From an optimization exercise on the open Yosys and OpenROAD flow, aimed at small area, a short achievable clock period and few clock cycles; shortcuts taken in it are not production practice.
RTL that was checked went through simulation tests only; none was proved equivalent to the original.
No activity file was given, so power comes from the tool's default toggle rates.

## ki_codec
module ki_codec (
    input  wire       clk,
    input  wire       rst,
    input  wire       req_valid,
    output wire       req_ready,
    input  wire [7:0] req_data,
    output reg        rsp_valid,
    input  wire       rsp_ready,
    output reg  [7:0] rsp_data
);
Size: ~1800 cells after synthesis, ~22 I/O pins, roughly 0.021 mm² of cells after synthesis.
make LEC_CHECK=0 CAP_MARGIN=20 CORE_MARGIN=2 CORE_UTILIZATION=65 CTS_BUF_LIST=sky130_fd_sc_hd__clkbuf_8 CTS_CLUSTER_SIZE=24 PLACE_DENSITY=0.75 SLEW_MARGIN=20 finish   # period 30.0 ns
run.sh (not shown) runs the stock make flow with config.mk's settings and CLKGATE_MAP_FILE= SYNTH_SCRIPT=/design/flow/synth_recipe.tcl, a recipe that flattens the netlist after the stock synthesis.
Change:
- CORE_UTILIZATION: 65 -> 40
- CTS_BUF_LIST: sky130_fd_sc_hd__clkbuf_8 -> sky130_fd_sc_hd__clkbuf_4
- CTS_CLUSTER_SIZE: 24 -> default
- PLACE_DENSITY: 0.75 -> default
After rerunning: Die area increases by well over a third; via count is lower by a few percent; global-route usage decreases by 16 points; worst setup slack degrades by 0.039 ns; total power barely changes.
No run of this note included a check of the RTL's function; only the layout flow was run.

Another version of the RTL of ki_codec (not shown whole).
Size: roughly 420 flip-flops, about 22 I/O pins, roughly 21000 sq um of cells after synthesis.
==> flow/config.mk <==
export PLATFORM = sky130hd
export DESIGN_NAME = ki_codec
export DESIGN_NICKNAME = ki_codec
export VERILOG_FILES = /design/flow/design.v
export SDC_FILE = /design/flow/constraint.sdc
export NUM_CORES = 4
export LEC_CHECK = 0
export CAP_MARGIN = 20
export CORE_MARGIN = 2
export CORE_UTILIZATION = 40
export SLEW_MARGIN = 20
==> flow/constraint.sdc <==
create_clock -name core_clock -period 30.0 [get_ports {clk}]
set_input_delay 6.0000 -clock core_clock [delete_from_list [all_inputs] [get_ports {clk}]]
set_output_delay 6.0000 -clock core_clock [all_outputs]
set_load 0.01 [all_outputs]
standard.sh (not shown) runs the stock make flow with config.mk's settings and CLKGATE_MAP_FILE= SYNTH_SCRIPT=/design/flow/synth_recipe.tcl, a recipe that flattens the netlist after the stock synthesis.
==> flow/flow/run.sh <==
#!/bin/bash
# Layout flow: the standard ORFS flow (standard.sh, all steps, standard
# synthesis), with three settings of how the layout is made:
#  - the port buffers are sky130_fd_sc_hd__buf_2 (buffer_ports -buffer_cell);
#  - the clock tree is built from clkbuf_8 leaf clusters, without dummy loads;
#  - timing repair aims a little past the (unchanged) constraints.
# standard.sh's output goes to flow_standard.log here; ORFS keeps each step's
# log under orfs/logs/.
set -euo pipefail
export BUFFER_PORTS_ARGS="-buffer_cell sky130_fd_sc_hd__buf_2"
export CTS_ARGS="-sink_clustering_enable -repair_clock_nets -dont_use_dummy_load -buf_list sky130_fd_sc_hd__clkbuf_8 -sink_clustering_size 14 -sink_clustering_max_diameter 60"
export SETUP_SLACK_MARGIN=17.6
bash standard.sh > flow_standard.log 2>&1
Testbench counts at the start, summed over its fixed seeds: cycles 72,216.
Rerun with:
==> flow/flow/run.sh (replaced) <==
#!/bin/bash
# Layout flow: the standard ORFS flow (standard.sh, all steps), with
#  - synthesis by flow/synth.tcl: the standard synthesis script, but ABC maps
#    the combinational logic with an area-oriented script (flow/area.abc);
#  - port buffers of sky130_fd_sc_hd__buf_2 (buffer_ports -buffer_cell);
#  - a clock tree of clkbuf_8 leaf clusters, without dummy loads;
#  - timing repair aiming a little past the (unchanged) constraints.
# The make output goes to flow_standard.log here; ORFS keeps each step's log
# under orfs/logs/.
set -euo pipefail
W=$(pwd)
sed "s#SYNTH_SCRIPT=[^ ]*#SYNTH_SCRIPT=$W/flow/synth.tcl#" standard.sh > flow_standard.sh
grep -q "SYNTH_SCRIPT=$W/flow/synth.tcl" flow_standard.sh
export BUFFER_PORTS_ARGS="-buffer_cell sky130_fd_sc_hd__buf_2"
export CTS_ARGS="-sink_clustering_enable -repair_clock_nets -dont_use_dummy_load -buf_list sky130_fd_sc_hd__clkbuf_8 -sink_clustering_size 14 -sink_clustering_max_diameter 60"
export SETUP_SLACK_MARGIN=17.6
bash flow_standard.sh > flow_standard.log 2>&1
==> flow/flow/area.abc (new file) <==
strash
&get -n
&st
&dch -f
&nf -a -R 1000
&put
strash
&get -n
&st
&dch -f
&nf -a -R 1000
&put
strash
&get -n
&st
&dch -f
&nf -a -R 1000
&put
strash
&get -n
&st
&dch -f
&nf -a -R 1000
&put
strash
&get -n
&st
&dch -f
&nf -a -R 1000
&put
strash
&get -n
&st
&dch -f
&nf -a -R 1000
&put
strash
&get -n
&st
&dch -f
&nf -a -R 1000
&put
strash
&get -n
&st
&dch -f
&nf -a -R 1000
&put
strash
&get -n
&st
&dch -f
&nf -a -R 1000
&put
strash
&get -n
&st
&dch -f
&nf -a -R 1000
&put
topo
dnsize -c
==> flow/flow/synth.tcl (new file) <==
# The standard flow's synthesis script (synth_recipe.tcl), with one change: ABC maps the
# combinational logic with the area-oriented script area.abc beside this file.
# Registers, names, flattening and renaming are those of the standard synthesis.
set my_area_abc [file join [file dirname [file normalize [info script]]] area.abc]
proc synth {args} { yosys synth -nofsm -noshare {*}$args }
proc abc {args} {
  set i [lsearch -exact $args -script]
  if {$i >= 0} { lset args [expr {$i + 1}] $::my_area_abc }
  yosys abc {*}$args
}
source $::env(SCRIPTS_DIR)/synth.tcl
# left out here: clear keep_hierarchy, flatten, clean up, hide names made inside functions, write 1_2_yosys.v
What happened: The changed run completed without violations; total power fell by a few percent; maximum frequency barely changes; global-route usage falls by 0.11 points; utilization went up by 1.0 points; routed wire length is lower by a little under a tenth; first-iteration DRC count grows by about a fifth; clock-buffer cell count shrinks by 1; final cell count came out lower by a few percent; area after synthesis drops by a little under a tenth; die area goes down by a little under a tenth; cell area drops by a few percent.

ki_codec, a different RTL version from the one above (not shown whole).
For scale: ~1400 cells after synthesis, ~22 I/O pins.
==> flow/design.v (excerpt) <==
module ki_codec (
    input  wire       clk,
    input  wire       rst,
    input  wire       req_valid,
    output wire       req_ready,
    input  wire [7:0] req_data,
    output reg        rsp_valid,
    input  wire       rsp_ready,
    output reg  [7:0] rsp_data
);
    localparam [4:0] M_OP    = 5'd0;    
    localparam [4:0] A_CRCU  = 5'd1;    
    localparam [4:0] A_TX    = 5'd2;    
    localparam [4:0] A_REG   = 5'd3;    
    localparam [4:0] A_LSET  = 5'd4;    
    localparam [4:0] A_SUNP  = 5'd5;    
    localparam [4:0] A_LLOAD = 5'd6;    
    localparam [4:0] A_DUNP  = 5'd7;    
    localparam [4:0] B_SKIP  = 5'd8;    
    localparam [4:0] B_TX    = 5'd9;    
    localparam [4:0] B_SPACK = 5'd10;   
    localparam [4:0] B_UNP   = 5'd11;   
    localparam [4:0] B_DPACK = 5'd12;   
    localparam [4:0] B_SUNP  = 5'd13;   
    localparam [4:0] B_LLOAD = 5'd14;   
    localparam [4:0] B_DUNP  = 5'd15;   
    localparam [4:0] E_CRC   = 5'd16;   
    localparam [4:0] E_TXHDR = 5'd17;   
    localparam [4:0] E_TXCRC = 5'd18;   
    localparam [4:0] E_PAD   = 5'd19;   
    localparam [4:0] E_PLEN  = 5'd20;   
    localparam [4:0] E_MAP   = 5'd21;   
    localparam [4:0] E_UVAL  = 5'd22;   
    localparam [4:0] R_VER   = 5'd24;   
    localparam [4:0] R_CRC   = 5'd25;
    localparam [4:0] R_FR    = 5'd26;
    localparam [4:0] R_VAL   = 5'd27;
    localparam [4:0] R_MAP   = 5'd28;
    localparam [4:0] R_BITS  = 5'd29;
    reg [15:0] crc_acc;
    reg [31:0] frames_tx;   
    reg        fz;          
    reg        lay_valid;
    reg [31:0] lay_map;     
    reg [7:0]  ring [0:31];
    reg [7:0]  dlen;        
    reg        lok;         
    reg        nin;         
    reg [3:0]  ms;
    wire [4:0] mode = {!nin, ms};
    reg [3:0]  c;           
    reg [4:0]  mi;          
    reg [15:0] len;
    reg [15:0] txcrc;
    reg [2:0]  kind;
    reg        kbad;
    reg [2:0]  tsel;        
    reg [2:0]  goff;        
    reg        cur_act;     
    reg        fcy;         
    reg        rsp_empty;   
    integer k;
    function [15:0] crc_step(input [15:0] cc, input [7:0] bb);
        reg [7:0] x;
  ...
export LEC_CHECK = 0
export CAP_MARGIN = 20
export CORE_MARGIN = 2
export CORE_UTILIZATION = 40
export SLEW_MARGIN = 20
create_clock -name core_clock -period 30.0 [get_ports {clk}]
==> flow/flow/run.sh <==
#!/bin/bash
# Layout flow: the standard ORFS flow (standard.sh), with
#  - the standard synthesis (standard.sh synth, unchanged), whose
#    combinational logic is then re-mapped by ABC (three passes) with an area-oriented script
#    (flow/remap.sh, flow/area.abc); every flip-flop instance is kept as it is,
#    and the re-mapped netlist is proved equivalent to the standard one. If any
#    of that fails, the standard netlist is used as it is;
#  - port buffers of sky130_fd_sc_hd__buf_2 (buffer_ports -buffer_cell);
#  - a clock tree of clkbuf_4 leaf clusters, without dummy loads;
#  - timing repair aiming a little past the (unchanged) constraints.
# Logs: flow_synth.log, remap/*.log, flow_standard.log here; ORFS keeps each
# step's log under orfs/logs/.
set -euo pipefail
W=$(pwd)
R=$W/orfs/results/sky130hd/ki_codec/base
bash standard.sh synth > flow_synth.log 2>&1
if bash flow/remap.sh $R/1_2_yosys.v $W/remap/out.v flow/area.abc $W/remap > flow_remap.log 2>&1; then
  cp $R/1_2_yosys.v $W/remap/standard_1_2_yosys.v
  cp $W/remap/out.v $R/1_2_yosys.v
  rm -f $R/1_synth.odb $R/1_synth.sdc
  echo "remapped netlist in use" >> flow_remap.log
else
  echo "remap failed; standard netlist in use" >> flow_remap.log
fi
export BUFFER_PORTS_ARGS="-buffer_cell sky130_fd_sc_hd__buf_2"
export CTS_ARGS="-sink_clustering_enable -repair_clock_nets -dont_use_dummy_load -buf_list sky130_fd_sc_hd__clkbuf_4 -sink_clustering_size 10 -sink_clustering_max_diameter 50"
export SETUP_SLACK_MARGIN=18.0
bash standard.sh > flow_standard.log 2>&1
Other scripts of this flow, unchanged in this note and not shown: flow/flow/area.abc, flow/flow/remap.sh
Testbench counts at the start, summed over its fixed seeds: cycles 72,216.
Edit:
--- a/flow/flow/run.sh
+++ b/flow/flow/run.sh
@@ -25,4 +25,4 @@
 export BUFFER_PORTS_ARGS="-buffer_cell sky130_fd_sc_hd__buf_2"
 export CTS_ARGS="-sink_clustering_enable -repair_clock_nets -dont_use_dummy_load -buf_list sky130_fd_sc_hd__clkbuf_4 -sink_clustering_size 10 -sink_clustering_max_diameter 50"
-export SETUP_SLACK_MARGIN=18.0
+export SETUP_SLACK_MARGIN=17.75
 bash standard.sh > flow_standard.log 2>&1
--- a/flow/config.mk
+++ b/flow/config.mk
@@ -8,4 +8,5 @@
 export CAP_MARGIN = 20
 export CORE_MARGIN = 2
-export CORE_UTILIZATION = 40
+export CORE_UTILIZATION = 60
+export PLACE_DENSITY = 0.75
 export SLEW_MARGIN = 20
=> Final area fell by about 1.3%; setup slack gains 0.0072 ns; final cell count fell by about 10%; critical path depth is unchanged.

==> what the ideal ports hide <==
The flow's constraints put no driver on any port. The routed layouts listed below were extracted and timed again, unchanged, in two steps. Step 1 assumes that a clkbuf_16 drives the clock port and a buf_2 every other input. Step 2 adds t to the input delays and takes it off the output delays; t is the mean of the earliest and latest rising clock arrival at the registers after step 1. Input paths then give back, and output paths get back, about the clock's delay inside the block. a / b / c = ideal ports / drivers / drivers and shift; a / b = the first two.
| run | shift t [ns] | slack for setup (ns) | worst setup path at the end | clock arrival spread, ns |
|---|---|---|---|---|
| the first run of note 1 | 0.667 | 16.809 / 16.785 / 16.785 | input to output | 0.045 / 0.045 |
| the second run of note 1 | 0.921 | 16.770 / 16.740 / 16.740 | input to output | 0.054 / 0.054 |
| the first run of note 2 | 0.653 | 17.621 / 17.588 / 17.588 | input to output | 0.109 / 0.109 |
| the second run of note 2 | 0.658 | 17.618 / 17.580 / 17.580 | input to output | 0.112 / 0.112 |
| the first run of note 3 | 0.816 | 17.660 / 17.621 / 17.621 | input to output | 0.118 / 0.117 |
| the second run of note 3 | 0.722 | 17.668 / 17.636 / 17.636 | input to output | 0.159 / 0.159 |
After both steps every run listed still meets setup and hold. The setup slack of the first run of note 3, which loses most, moves by -0.039 ns with the drivers and by -0.039 ns with both steps.
